From an optimization exercise on the open Yosys and OpenROAD flow, aimed at small area, a short achievable clock period and few clock cycles per item; shortcuts taken in it are not production practice. At most, simulation tests tie the RTL to the original design; equivalence was not proved. Power figures rest on the tool's default switching activity, not on a simulated workload.

Design chi_bf, start of the top module:
module chi_bf (
    input  wire         clk,
    input  wire         rst,           
    input  wire         cmd_valid,
    output wire         cmd_ready,
    input  wire         cmd_setup,     
    input  wire         cmd_dec,       
    input  wire [447:0] cmd_key,       
    input  wire [5:0]   cmd_keylen,    
    input  wire [63:0]  cmd_block,     
    output wire         out_valid,
    output wire [63:0]  out_block,
    output wire [31:0]  sb_raddr,      
    input  wire [127:0] sb_rdata,      
    output wire         sb_init,       
    output wire         sb_we,
    output wire [1:0]   sb_wtab,
    output wire [6:0]   sb_widx,       
    output wire [63:0]  sb_wdata       
);
For scale: roughly 3,400 cells after synthesis, ~820 I/O pins.
clock: 12.0 ns
lec_check: 0
cap_margin: 20
core_margin: 2
core_utilization: 48
cts_buf_list: sky130_fd_sc_hd__clkbuf_4
setup_slack_margin: 3.5
slew_margin: 20
synth_hierarchical: 1
standard.sh (not shown) runs the stock make flow with config.mk's settings and CLKGATE_MAP_FILE= SYNTH_SCRIPT=/design/flow/synth_recipe.tcl, a recipe that flattens the netlist after the stock synthesis.
==> flow/flow/run.sh <==
#!/bin/bash
# The standard layout (standard.sh) with two changes:
#  - every input and output port gets a sky130_fd_sc_hd__buf_1 buffer instead of
#    the resizer's default choice (buffer_ports -buffer_cell);
#  - synthesis maps the combinational logic with its own ABC scripts: the module
#    chi_bf_f (the Blowfish F function and the words formed from it, on the
#    critical path) with flow/abc_f.script, a delay-oriented "map" script, and
#    the top module with flow/abc_top.script, an area-recovering "&nf" script.
#    Apart from those two abc calls the synthesis is ORFS's synth.tcl and
#    the standard flow's synth_recipe.tcl unchanged, so the registers are the standard
#    synthesis's.
set -euo pipefail
here=$(pwd)
export BUFFER_PORTS_ARGS="-buffer_cell sky130_fd_sc_hd__buf_1"

# synth_f.tcl: ORFS synth.tcl with the abc call split per module
python3 - "$FLOW_HOME/scripts/synth.tcl" "$here/synth_f.tcl" \
    "$here/flow/abc_f.script" "$here/flow/abc_top.script" > make_synth.log 2>&1 <<'PY'
import sys
s = open(sys.argv[1]).read()
a = "  log_cmd abc {*}$abc_args\n"
assert s.count(a) == 1
s = s.replace(a, "  set abc_args_f [lreplace $abc_args 1 1 " + sys.argv[3] + "]\n"
                 "  log_cmd abc {*}$abc_args_f chi_bf_f\n"
                 "  set abc_args_t [lreplace $abc_args 1 1 " + sys.argv[4] + "]\n"
                 "  log_cmd abc {*}$abc_args_t chi_bf\n")
open(sys.argv[2], "w").write(s)
PY
# my_synth.tcl: synth_recipe.tcl sourcing synth_f.tcl
python3 - "$here/synth_recipe.tcl" "$here/my_synth.tcl" "$here/synth_f.tcl" \
    >> make_synth.log 2>&1 <<'PY'
import sys
s = open(sys.argv[1]).read()
a = "source $::env(SCRIPTS_DIR)/synth.tcl"
assert s.count(a) == 1
s = s.replace(a, "source " + sys.argv[3])
open(sys.argv[2], "w").write(s)
PY
bash standard.sh SYNTH_SCRIPT="$here/my_synth.tcl" finish > standard.log 2>&1
==> flow/flow/abc_f.script <==
strash
dch
map -B 0.5
topo
stime -c
buffer -c
upsize -c
dnsize -c
==> flow/flow/abc_top.script <==
&get -n
&st
&syn2
&dch
&nf -R 1000
&put
topo
stime -c
buffer -c
upsize -c -D 8000
dnsize -c -D 8000
The starting point went through all stages and came out clean.
Edit:
--- a/flow/design.v
+++ b/flow/design.v
@@ -176,12 +176,13 @@
     reg [31:0]  r;
     reg         dec;
     reg [2:0]   mode;
     reg         stall;       
     reg [9:0]   ks;          
     reg [2:0]   kc;          
+    reg [5:0]   kidx;        
     reg         pend;        
     reg         pend_setup;  
     reg         we_last;     
     wire c15 = (ph == 4'd15);
     wire c0  = (ph == 4'd0);
     wire [31:0] s0 = sb_rdata[31:0];
@@ -245,13 +246,12 @@
     chi_bf_f u_f (.s0(s0), .s1(s1), .s2(s2), .s3(s3), .rk(rk), .alt(lsrc ^ kf),
                   .sel(sel_f), .fx(fx), .nx(nx));
     assign sb_raddr = {nx[7:0], nx[15:8], nx[23:16], nx[31:24]};
     wire [1:0]  lane = kc[2:1];
     wire [4:0]  kcl  = {kc[0], ph};
     wire        kpb  = (kcl == 5'd17) || (kcl == 5'd30);    
-    wire [5:0]  kidx = ks[5:0];
     reg  [7:0]  kb;                                    
     integer     bi;
     always @(*) begin
         kb = 8'd0;
         for (bi = 0; bi < 56; bi = bi + 1)
             kb = kb | (cmd_key[8*bi +: 8] & {8{kidx == bi[5:0]}});
@@ -299,27 +299,28 @@
             r <= x;
         if (acc_blk)
             dec <= cmd_dec;
         else if (key_done)
             dec <= 1'b0;
         if (start_key)
+            kidx <= kstep(6'd0, cmd_keylen);
+        else if (mode == M_KEY) begin
+            if (kcl == 5'd31)
+                kidx <= kstep({4'd0, lane + 2'd1}, cmd_keylen);
+            else if (kcl == 5'd18)
+                kidx <= {4'd0, lane};
+            else if (kcl[4] == 1'b0 || kcl == 5'd17)
+                kidx <= kstep(kidx, cmd_keylen);
+        end
+        if (start_key)
             kc <= 3'd0;
         else if (c15)
             kc <= kc + 3'd1;
         if (key_done)
             ks <= 10'h3F7;
-        else if (start_key)
-            ks[5:0] <= kstep(6'd0, cmd_keylen);
-        else if (mode == M_KEY) begin
-            if (kcl == 5'd31)
-                ks[5:0] <= kstep({4'd0, lane + 2'd1}, cmd_keylen);
-            else if (kcl == 5'd18)
-                ks[5:0] <= {4'd0, lane};
-            else if (kcl[4] == 1'b0 || kcl == 5'd17)
-                ks[5:0] <= kstep(kidx, cmd_keylen);
-        end else if ((mode == M_WB && c15) || (busy && c0 && we_last))
+        else if ((mode == M_WB && c15) || (busy && c0 && we_last))
             ks <= ks + 10'd1;
         if (rst) begin
             ph         <= 4'd0;
             mode       <= M_IDLE;
             stall      <= 1'b0;
             pend       <= 1'b0;
Effect: Sequential cell count climbs by 6; clock skew fell by 0.062 ns; power fell by about 13%; routed wire length falls by 26%; cell area falls by 2.3%; worst setup slack gains 0.072 ns; non-clock buffer count falls by 22; clock-buffer cell count is higher by 3; worst hold slack is better by 0.031 ns; sequential power hardly moves; die area goes up by about 0.6%; via count fell by about 10%; global-route usage is lower by 17 points.
Testbench counts after the change, summed over its fixed seeds: cycles 153,344, blocks 3,072.
For the first run of this note, only the layout was checked, not whether the RTL still works.

* * *

chi_bf, a different RTL version from the one above (not shown whole).
Size in the first run: about 3000 cells after synthesis, about 670 flip-flops, roughly 820 I/O pins, about 31000 um^2 of cells after synthesis.
==> flow/config.mk <==
export PLATFORM = sky130hd
export DESIGN_NAME = chi_bf
export DESIGN_NICKNAME = chi_bf
export VERILOG_FILES = /design/flow/design.v
export SDC_FILE = /design/flow/constraint.sdc
export NUM_CORES = 4
export LEC_CHECK = 0
export CAP_MARGIN = 20
export CORE_MARGIN = 2
export CORE_UTILIZATION = 40
export SETUP_SLACK_MARGIN = 3
export SLEW_MARGIN = 20
==> flow/constraint.sdc <==
create_clock -name core_clock -period 12.0 [get_ports {clk}]
set_input_delay 2.4000 -clock core_clock [delete_from_list [all_inputs] [get_ports {clk}]]
set_output_delay 2.4000 -clock core_clock [all_outputs]
set_load 0.01 [all_outputs]
==> flow/flow/run.sh <==
#!/bin/bash
# The standard layout, with the smallest buffer on every input and output port
# instead of the resizer's default choice.
set -euo pipefail
export BUFFER_PORTS_ARGS="-buffer_cell sky130_fd_sc_hd__buf_1"
bash standard.sh finish > standard.log 2>&1
Testbench counts at the start, summed over its fixed seeds: cycles 153,344, blocks 3,072.
Then changed:
--- a/flow/design.v
+++ b/flow/design.v
@@ -180,12 +180,13 @@
     reg [9:0]   ks;          
     reg [2:0]   kc;          
     reg [5:0]   kidx;        
     reg         pend;        
     reg         pend_setup;  
     reg         we_last;     
+    reg [8:0]   wl;          
     wire c15 = (ph == 4'd15);
     wire c0  = (ph == 4'd0);
     wire [31:0] s0 = sb_rdata[31:0];
     wire [31:0] s1 = sb_rdata[63:32];
     wire [31:0] s2 = sb_rdata[95:64];
     wire [31:0] s3 = sb_rdata[127:96];
@@ -198,31 +199,32 @@
             rkey = rkey | (ring[32*(15-2*di) +: 32] & {32{dec && ph[2:0] == di[2:0]}});
     end
     wire [31:0] rk   = r ^ rkey;
     wire [31:0] fx   = rk ^ f;                        
     wire [31:0] lw   = x ^ (dec ? pb : pa);           
     wire busy     = (mode == M_BLK || mode == M_SCH) && !stall;
-    wire sch_last = (mode == M_SCH) && (ks == 10'd511);
+    wire sch_last = (mode == M_SCH) && (ks == 10'd520);
     wire free15   = c15 && (mode == M_IDLE || (!stall && (mode == M_BLK || sch_last)));
     wire key_done = (mode == M_KEY) && (kc == 3'd7) && c15;
     assign cmd_ready = (free15 && pend && !pend_setup) || key_done;
     wire acc_blk   = free15 && pend && !pend_setup && cmd_valid;
     wire start_key = free15 && pend && pend_setup;
     reg [7:0] xb;
     always @(*) begin
-        case (ks[8:7])
+        case (wl[8:7])
             2'd0: xb = x[31:24];
             2'd1: xb = x[23:16];
             2'd2: xb = x[15:8];
             default: xb = x[7:0];
         endcase
     end
-    wire hz = busy && c0 && we_last && (xb[7:1] == ks[6:0]);
-    assign sb_we    = (mode == M_SCH) && !stall && c15 && !ks[9];
-    assign sb_wtab  = ks[8:7];
-    assign sb_widx  = ks[6:0];
+    wire hz = busy && c0 && we_last && (xb[7:1] == wl[6:0]);
+    wire [9:0] sidx = ks - 10'd9;
+    assign sb_we    = (mode == M_SCH) && !stall && c15 && (ks >= 10'd9);
+    assign sb_wtab  = sidx[8:7];
+    assign sb_widx  = sidx[6:0];
     assign sb_wdata = {lw, fx};
     assign sb_init  = (mode == M_KEY) && (kc == 3'd0) && c0;
     assign out_valid = (mode == M_BLK) && !stall && c15;
     assign out_block = {lw, fx};
     wire sel_f = busy && !c15 && !hz;                 
     wire chain = busy && c15 && (mode == M_SCH) && !sch_last;
@@ -232,14 +234,14 @@
             lsrc = 32'd0;
         else if (chain)
             lsrc = lw;
         else if (acc_blk)
             lsrc = cmd_block[63:32];
         else
-            lsrc = r;            
-        if (key_done || (chain && !ks[9]) || (mode == M_WB && c15) || (acc_blk && !cmd_dec))
+            lsrc = x;
+        if (key_done || (chain && ks >= 10'd9) || (mode == M_WB && c15) || (acc_blk && !cmd_dec))
             kf = pb;
         else if (acc_blk)
             kf = pa;
         else
             kf = 32'd0;
     end
@@ -253,46 +255,52 @@
     wire [31:0] kbase = kpb ? pa : ring[31:0];
     wire [31:0] krep = {(lane == 2'd0) ? nb : kbase[31:24],
                         (lane == 2'd1) ? nb : kbase[23:16],
                         (lane == 2'd2) ? nb : kbase[15:8],
                         (lane == 2'd3) ? nb : kbase[7:0]};
     wire [4:0] kw = {1'b0, ph} + 5'd1;
-    wire [3:0] kj = ks[3:0] + 4'd9;      
     reg        rwr, bwr;
     reg [31:0] wb;
     always @(*) begin
         rwr = 1'b0;
         bwr = 1'b0;
         wb  = krep;
         if (mode == M_KEY) begin
             rwr = (kcl[4] == 1'b0);
             bwr = kpb;
         end else if (mode == M_WB) begin
-            if (kw[4:1] == kj) begin
+            if (kw == {ks[3:0], 1'b0}) begin
+                rwr = 1'b1;
+                wb  = x;
+            end else if (kw == {ks[3:0], 1'b1}) begin
                 rwr = 1'b1;
                 wb  = r;
             end
-            if ((kj == 4'd0 && ph == 4'd2) || (kj == 4'd8 && ph == 4'd1)) begin
+            if (ks[3:0] == 4'd0 && ph == 4'd2) begin
                 bwr = 1'b1;
                 wb  = x;
+            end else if (ks[3:0] == 4'd8 && ph == 4'd1) begin
+                bwr = 1'b1;
+                wb  = r;
             end
         end
     end
     always @(posedge clk) begin
         ring <= {(rwr ? wb : ring[31:0]), ring[511:32]};
         pa   <= pb;
         pb   <= bwr ? wb : pa;
         x    <= nx;
+        wl   <= sidx[8:0];
         if (mode == M_KEY)
             r <= x;
+        else if (busy && !c15)
+            r <= hz ? r : x;
         else if (chain)
             r <= fx;
         else if (acc_blk)
             r <= cmd_block[31:0];
-        else
-            r <= x;
         if (acc_blk)
             dec <= cmd_dec;
         else if (key_done)
             dec <= 1'b0;
         if (start_key)
             kidx <= kstep(6'd0, cmd_keylen);
@@ -306,14 +314,15 @@
         end
         if (start_key)
             kc <= 3'd0;
         else if (c15)
             kc <= kc + 3'd1;
         if (key_done)
-            ks <= 10'h3F7;
-        else if ((mode == M_WB && c15) || (busy && c0 && we_last))
+            ks <= 10'd0;
+        else if ((mode == M_WB && c15) ||
+                 (busy && c15 && mode == M_SCH && ks >= 10'd9 && !sch_last))
             ks <= ks + 10'd1;
         if (rst) begin
             ph         <= 4'd0;
             mode       <= M_IDLE;
             stall      <= 1'b0;
             pend       <= 1'b0;
@@ -330,12 +339,12 @@
                 stall <= 1'b0;
             if (key_done)
                 mode <= M_SCH;
             else if (mode == M_WB && c15)
                 mode <= M_SCH;
             else if (busy && c15 && mode == M_SCH && !sch_last)
-                mode <= ks[9] ? M_WB : M_SCH;
+                mode <= (ks < 10'd9) ? M_WB : M_SCH;
             else if (free15)
                 mode <= acc_blk ? M_BLK : (start_key ? M_KEY : M_IDLE);
         end
     end
 endmodule
=>
- The new run completed with no timing, DRC or antenna violations
- final cell count grows by 4.5%
- final area grows by about 3.7%
- routed wire length came out higher by 1.9%
- fmax fell by 0.91%
- clock power climbs by about 2%
- utilization is higher by 0.58 points
- combinational power went down by about 30%
- area after synthesis rises by about 3%
- clock skew climbs by 0.027 ns
Only the layout flow was run in the second run of this note; the RTL was not checked for function there.

==> afterwards: timing with drivers on the ports <==
No port has a modelled driver above. Below, the same layouts with a new extraction and two added sets of constraints.
Step 1 assumes that a clkbuf_16 drives the clock port and a buf_2 every other input.
Step 2 times the ports against the registers' clock, not the clock port: input delays grow and output delays shrink by t, the midpoint of the rising clock arrivals with the driver on.
Three values: ideal ports, drivers, drivers and shift; two values: the first two.
| run | t (ns) | slack for setup (ns) | clock arrival spread, ns |
|---|---|---|---|
| the first run of note 1 | 1.066 | 3.570 / 3.403 / 3.403 | 0.143 / 0.142 |
| the second run of note 1 | 1.036 | 3.641 / 3.617 / 3.617 | 0.081 / 0.081 |
| the first run of note 2 | 0.674 | 3.075 / 3.054 / 3.054 | 0.018 / 0.018 |
| the second run of note 2 | 0.677 | 2.993 / 2.946 / 2.946 | 0.043 / 0.043 |
After both steps setup and hold are still met in every run listed. For the first run of note 1, which loses most, drivers alone change the setup slack by -0.167 ns; drivers and shift together by -0.167 ns.
